Source: an optimization exercise on an open RTL-to-GDS flow (aim: small area and a short achievable clock period). Production flows keep margins and buffers that such runs may drop.
At most, simulation tests tie the RTL to the original design; equivalence was not proved.
Power is estimated from default activity; no workload was simulated.

==> exp/fjord <==
==> flow/design.v (excerpt) <==
module wlfc_fx (
    input  wire        clk,
    input  wire        rst,         
    input  wire        in_valid,
    input  wire [2:0]  in_op,       
    input  wire [63:0] in_a,
    output reg         out_valid,
    output reg  [63:0] out_data
);
    wire [31:0] w = in_a[31:0];
    wire        ff_s   = in_a[63];
    wire [10:0] ff_e   = in_a[62:52];
    wire [41:0] ff_a   = {1'b1, in_a[51:11]};
    wire        ff_hi  = ff_e[10];
    wire        ff_lo  = ~ff_e[10] & (&ff_e[9:5]);
    wire [41:0] ff_a1  = ff_hi ? ff_a : (ff_lo ? {32'd0, ff_a[41:32]} : 42'd0);
    wire [41:0] ff_b   = ff_a1 >> (~ff_e[4:0]);
    wire [23:0] ff_i   = ff_b[32:9];
    wire [8:0]  ff_f9  = ff_b[8:0];
    wire [8:0]  ff_r   = {1'b0, ff_f9[8:1]} + {8'd0, ff_f9[0]};
    wire [23:0] ff_in  = ff_s ? (24'd0 - ff_i) : ff_i;
    wire [31:0] ff_res = {ff_in, 8'd0} | {23'd0, ff_r};
    wire [31:0] fl_mag = w[31] ? (32'd0 - w) : w;
    reg [31:0] d;
    always @(*) begin
        if (in_op[2])
            d = fl_mag;
        else case (in_op[1:0])
            2'd0: d = {w[23:0], 8'h00};
            2'd1: d = ff_res;
            2'd2: d = {{8{w[31]}}, w[31:8]};
            default: d = {24'h000000, w[7:0]};
        endcase
    end
    reg        q_f;       
    reg        q_s;       
    reg [31:0] q_d;
    always @(posedge clk) begin
        if (rst)
            out_valid <= 1'b0;
        else
            out_valid <= in_valid;
        q_f <= in_op[2];
        q_s <= w[31];
        q_d <= d;
    end
    wire        z16 = ~|q_d[31:16];
    wire [31:0] n16 = z16 ? {q_d[15:0], 16'd0} : q_d;
    wire        z8  = ~|n16[31:24];
    wire [31:0] n8  = z8 ? {n16[23:0], 8'd0} : n16;
    wire        z4  = ~|n8[31:28];
    wire [31:0] n4  = z4 ? {n8[27:0], 4'd0} : n8;
    wire        z2  = ~|n4[31:30];
    wire [31:0] n2  = z2 ? {n4[29:0], 2'd0} : n4;
    wire        z1  = ~n2[31];
    wire [30:0] fl_m = z1 ? n2[29:0] << 1 : n2[30:0];
    wire [4:0]  fl_lz = {z16, z8, z4, z2, z1};
    wire        fl_zero = z16 & ~|q_d[15:0];
    wire [10:0] fl_exp = fl_zero ? 11'd0 : (11'd1046 - {6'd0, fl_lz});
  ...
==> module wlfc_fx, before the edit <==
module wlfc_fx (
    input  wire        clk,
    input  wire        rst,         
    input  wire        in_valid,
    input  wire [2:0]  in_op,       
    input  wire [63:0] in_a,
    output reg         out_valid,
    output reg  [63:0] out_data
);
    wire [31:0] w = in_a[31:0];
    wire        ff_s   = in_a[63];
    wire [10:0] ff_e   = in_a[62:52];
    wire [41:0] ff_a   = {1'b1, in_a[51:11]};
    wire        ff_hi  = ff_e[10];
    wire        ff_lo  = ~ff_e[10] & (&ff_e[9:5]);
    wire [41:0] ff_a1  = ff_hi ? ff_a : (ff_lo ? {32'd0, ff_a[41:32]} : 42'd0);
    wire [41:0] ff_b   = ff_a1 >> (~ff_e[4:0]);
    wire [23:0] ff_i   = ff_b[32:9];
    wire [8:0]  ff_f9  = ff_b[8:0];
    wire [8:0]  ff_r   = {1'b0, ff_f9[8:1]} + {8'd0, ff_f9[0]};
    wire [23:0] ff_in  = ff_s ? (24'd0 - ff_i) : ff_i;
    wire [31:0] ff_res = {ff_in, 8'd0} | {23'd0, ff_r};
    wire [31:0] fl_mag = w[31] ? (32'd0 - w) : w;
    reg [31:0] d;
    always @(*) begin
        if (in_op[2])
            d = fl_mag;
        else case (in_op[1:0])
            2'd0: d = {w[23:0], 8'h00};
            2'd1: d = ff_res;
            2'd2: d = {{8{w[31]}}, w[31:8]};
            default: d = {24'h000000, w[7:0]};
        endcase
    end
    reg        q_f;       
    reg        q_s;       
    reg [31:0] q_d;
    always @(posedge clk) begin
        if (rst)
            out_valid <= 1'b0;
        else
            out_valid <= in_valid;
        q_f <= in_op[2];
        q_s <= w[31];
        q_d <= d;
    end
    wire        z16 = ~|q_d[31:16];
    wire [31:0] n16 = z16 ? {q_d[15:0], 16'd0} : q_d;
    wire        z8  = ~|n16[31:24];
    wire [31:0] n8  = z8 ? {n16[23:0], 8'd0} : n16;
    wire        z4  = ~|n8[31:28];
    wire [31:0] n4  = z4 ? {n8[27:0], 4'd0} : n8;
    wire        z2  = ~|n4[31:30];
    wire [31:0] n2  = z2 ? {n4[29:0], 2'd0} : n4;
    wire        z1  = ~n2[31];
    wire [30:0] fl_m = z1 ? n2[29:0] << 1 : n2[30:0];
    wire [4:0]  fl_lz = {z16, z8, z4, z2, z1};
    wire        fl_zero = z16 & ~|q_d[15:0];
    wire [10:0] fl_exp = fl_zero ? 11'd0 : (11'd1046 - {6'd0, fl_lz});
    always @(*) begin
        if (q_f)
            out_data = {q_s, fl_exp, fl_m, 21'd0};
        else
            out_data = {32'd0, q_d};
    end
endmodule
make LEC_CHECK=0 CAP_MARGIN=20 CORE_MARGIN=2 CORE_UTILIZATION=40 SLEW_MARGIN=20 finish   # period 5.5 ns
run.sh (not shown) runs the stock make flow with config.mk's settings and CLKGATE_MAP_FILE= SYNTH_SCRIPT=/design/flow/synth_recipe.tcl, a recipe that flattens the netlist after the stock synthesis.
==> exp/amber (differences from exp/fjord) <==
==> flow/design.v (replaced) <==
module wlfc_fx (
    input  wire        clk,
    input  wire        rst,         
    input  wire        in_valid,
    input  wire [2:0]  in_op,       
    input  wire [63:0] in_a,
    output reg         out_valid,
    output reg  [63:0] out_data
);
    wire [31:0] w = in_a[31:0];
    wire        op_fl = in_op[2];                         
    wire        op_ff = ~in_op[2] & (in_op[1:0] == 2'd1);
    wire        op_in = ~in_op[2] & (in_op[1:0] == 2'd2);
    wire        op_fr = ~in_op[2] & (in_op[1:0] == 2'd3);
    wire [10:0] ff_e  = in_a[62:52];
    wire [41:0] ff_m  = {1'b1, in_a[51:11]};
    wire        ff_hi = ff_e[10];
    wire        ff_lo = ~ff_e[10] & (&ff_e[9:5]);
    wire [41:0] ff_a  = ff_hi ? ff_m : (ff_lo ? {32'd0, ff_m[41:32]} : 42'd0);
    wire [31:0] fl_x = {1'b0, w[30:0] ^ {31{w[31]}}};
    wire [15:0] v1;  wire [15:0] p1;
    wire [7:0]  v2;  wire [15:0] p2;
    wire [3:0]  v3;  wire [11:0] p3;
    wire [1:0]  v4;  wire [7:0]  p4;
    genvar g;
    generate
        for (g = 0; g < 16; g = g + 1) begin : l1
            assign v1[g] = fl_x[2*g+1] | fl_x[2*g];
            assign p1[g] = fl_x[2*g+1];
        end
        for (g = 0; g < 8; g = g + 1) begin : l2
            assign v2[g] = v1[2*g+1] | v1[2*g];
            assign p2[2*g+1 -: 2] = v1[2*g+1] ? {1'b1, p1[2*g+1]} : {1'b0, p1[2*g]};
        end
        for (g = 0; g < 4; g = g + 1) begin : l3
            assign v3[g] = v2[2*g+1] | v2[2*g];
            assign p3[3*g+2 -: 3] = v2[2*g+1] ? {1'b1, p2[4*g+3 -: 2]} : {1'b0, p2[4*g+1 -: 2]};
        end
        for (g = 0; g < 2; g = g + 1) begin : l4
            assign v4[g] = v3[2*g+1] | v3[2*g];
            assign p4[4*g+3 -: 4] = v3[2*g+1] ? {1'b1, p3[6*g+5 -: 3]} : {1'b0, p3[6*g+2 -: 3]};
        end
    endgenerate
    wire [4:0]  fl_q  = v4[1] ? {1'b1, p4[7:4]} : {1'b0, p4[3:0]};
    wire        fl_xz = ~(v4[1] | v4[0]);
    reg [63:0] sa;
    reg [4:0]  ss;
    always @(*) begin
        if (op_fl) begin
            sa = {w[30:0], 33'd0};
            ss = fl_q;
        end else if (op_ff) begin
            sa = {22'd0, ff_a};
            ss = ~ff_e[4:0];
        end else begin
            sa = {{15{w[31]}}, {8{w[31] & ~op_fr}}, w[31:8] & {24{~op_fr}},
                  w[7] & ~op_in, w[6:0], 9'd0};
            ss = {op_in, op_fr, 3'd0};
        end
    end
    wire [47:0] sh16 = ss[4] ? sa[63:16] : sa[47:0];
    wire [39:0] sh8  = ss[3] ? sh16[47:8] : sh16[39:0];
    wire [35:0] sh4  = ss[2] ? sh8[39:4]  : sh8[35:0];
    wire [33:0] sh2  = ss[1] ? sh4[35:2]  : sh4[33:0];
    wire [32:0] sh   = ss[0] ? sh2[33:1]  : sh2[32:0];
    reg        q_fl;      
    reg        q_ng;      
    reg [4:0]  q_q;
    reg        q_xz;
    reg [32:0] q_sh;
    always @(posedge clk) begin
        if (rst)
            out_valid <= 1'b0;
        else
            out_valid <= in_valid;
        q_fl <= op_fl;
        q_ng <= op_fl ? w[31] : (op_ff & in_a[63]);
        q_q  <= fl_q;
        q_xz <= fl_xz;
        q_sh <= sh[32:0];
    end
    wire [30:0] n_in  = {q_sh[32:9], q_sh[8:2] & {7{q_fl}}};
    wire [30:0] po0 = n_in;
    wire [30:0] po1, po2, po3, po4, po5;
    genvar b;
    generate
        for (b = 0; b < 31; b = b + 1) begin : pfx
            assign po1[b] = (b % 2  >= 1)  ? po0[b] | po0[b - (b % 2)  + 0] : po0[b];
            assign po2[b] = (b % 4  >= 2)  ? po1[b] | po1[b - (b % 4)  + 1] : po1[b];
            assign po3[b] = (b % 8  >= 4)  ? po2[b] | po2[b - (b % 8)  + 3] : po2[b];
            assign po4[b] = (b % 16 >= 8)  ? po3[b] | po3[b - (b % 16) + 7] : po3[b];
            assign po5[b] = (b % 32 >= 16) ? po4[b] | po4[b - (b % 32) + 15] : po4[b];
        end
    endgenerate
    wire [30:0] n_out = n_in ^ ({po5[29:0], 1'b0} & {31{q_ng}});
    wire [8:0]  rnd   = {1'b0, q_sh[8:1]} + {8'd0, q_sh[0]};
    wire [31:0] res   = {n_out[30:7], 8'h00} | {23'd0, rnd};
    wire        fl_p2 = q_ng & ~q_xz & ~|q_sh[32:2];     
    wire        fl_z  = q_xz & ~q_ng;                    
    wire [10:0] fl_e  = fl_z ? 11'd0 : (11'd1015 + {6'd0, q_q} + {10'd0, fl_p2});
    always @(*) begin
        if (q_fl)
            out_data = {q_ng, fl_e, n_out, 21'd0};
        else
            out_data = {32'd0, res};
    end
endmodule
==> flow/flow/run.sh (new file) <==
#!/bin/bash
# The standard layout (the standard.sh, ORFS synth to finish), except
# that the port buffers ORFS inserts on every input and output use the
# smallest buffer cell, sky130_fd_sc_hd__buf_1, instead of its default.
set -euo pipefail
cd "$(dirname "${BASH_SOURCE[0]}")/.."
bash standard.sh finish "BUFFER_PORTS_ARGS=-buffer_cell sky130_fd_sc_hd__buf_1" > standard_finish.log 2>&1
==> flow/standard.sh (new file) <==
#!/bin/bash
# synth_recipe.tcl (not shown) runs the flow's synth.tcl, then flattens the netlist and writes it again
# the make line also repeats each setting of config.mk as NAME=value (left out here)
make -C /OpenROAD-flow-scripts/flow DESIGN_CONFIG=/design/flow/config.mk WORK_HOME=/design/flow/orfs CLKGATE_MAP_FILE= SYNTH_SCRIPT=/design/flow/synth_recipe.tcl "${@:-finish}"
Settings changed: ABC_AREA from default to 1, CORE_UTILIZATION 40 to 60.
removed: flow/run.sh
==> flow_summary.html <==
<table>
<tr><th>Metric</th><th>Value</th></tr>
<tr><th colspan="2">Outcome</th></tr>
<tr><td>Outcome</td><td>complete, no violations</td></tr>
<tr><th colspan="2">Power and ir drop</th></tr>
<tr><td>Power density over cell area</td><td>192 nW/um^2</td></tr>
<tr><td>Flop pwr share</td><td>18.5%</td></tr>
<tr><th colspan="2">Critical path</th></tr>
<tr><td>Critical path fanouts, max</td><td>10</td></tr>
<tr><th colspan="2">Global route</th></tr>
<tr><td>Largest net degree at the start of global routing</td><td>52</td></tr>
<tr><th colspan="2">Place</th></tr>
<tr><td>Pre-CTS WS</td><td>346 ps</td></tr>
<tr><th colspan="2">Floorplan</th></tr>
<tr><td>Floorplan die area</td><td>21100 um^2</td></tr>
<tr><td>Vertical die dimension</td><td>145 um</td></tr>
<tr><th colspan="2">Finish</th></tr>
<tr><td>Layout Nets</td><td>1299</td></tr>
</table>
[end of results for exp/fjord]
==> flow_summary.html <==
<table>
<tr><th>Metric</th><th>Value</th></tr>
<tr><th colspan="2">Outcome</th></tr>
<tr><td>Outcome</td><td>complete, no violations</td></tr>
<tr><th colspan="2">Global route</th></tr>
<tr><td>Largest net degree at the start of global routing</td><td>38</td></tr>
<tr><th colspan="2">Power and ir drop</th></tr>
<tr><td>Flop pwr share</td><td>around 29%</td></tr>
<tr><th colspan="2">Critical path</th></tr>
<tr><td>Total number of cells along the worst setup path</td><td>13</td></tr>
<tr><td>Critical path fanouts, max</td><td>20</td></tr>
<tr><th colspan="2">Place</th></tr>
<tr><td>Pre-CTS WS</td><td>between 1000 and 1500 ps</td></tr>
<tr><th colspan="2">Finish</th></tr>
<tr><td>Share of final-layout standard cells stronger than drive strength 1</td><td>4.71%</td></tr>
<tr><td>Layout Nets</td><td>1305</td></tr>
<tr><th colspan="2">Floorplan</th></tr>
<tr><td>Floorplan die area</td><td>between 10000 and 15000 um^2</td></tr>
<tr><td>Vertical die dimension</td><td>105 um</td></tr>
<tr><th colspan="2">Drt</th></tr>
<tr><td>Top routing layer in use</td><td>met4</td></tr>
</table>
[end of results for exp/amber]
For exp/fjord, only the layout was checked, not whether the RTL still works.

-- what the ideal ports hide --
In the flow no input, the clock included, has a driving cell. The finished layouts below were timed again as built, in two steps.
Step 1: set_driving_cell puts a clkbuf_16 on clk and a buf_2 on each other input, an assumption about the parent block.
Step 2 adds t to the input delays and takes it off the output delays; t is the mean of the earliest and latest rising clock arrival at the registers after step 1. Input paths then give back, and output paths get back, about the clock's delay inside the block.
a / b / c = ideal / step 1 / step 2; a / b = the first two.
run | t (ns) | setup slack, ns | clock arrival spread, ns | worst register clock-pin slew, ns | worst slew at a driven data input, ns
exp/fjord | 0.313 | 0.246 / 0.206 / 0.471 | 0.003 / 0.004 | 0.06 / 0.06 | 0.05
exp/amber | 0.320 | 1.235 / 1.201 / 1.232 | 0.013 / 0.013 | 0.08 / 0.08 | 0.05
After both steps setup and hold are still met in every run listed. For exp/amber, which loses most, drivers alone change the setup slack by -0.034 ns; drivers and shift together by -0.003 ns.
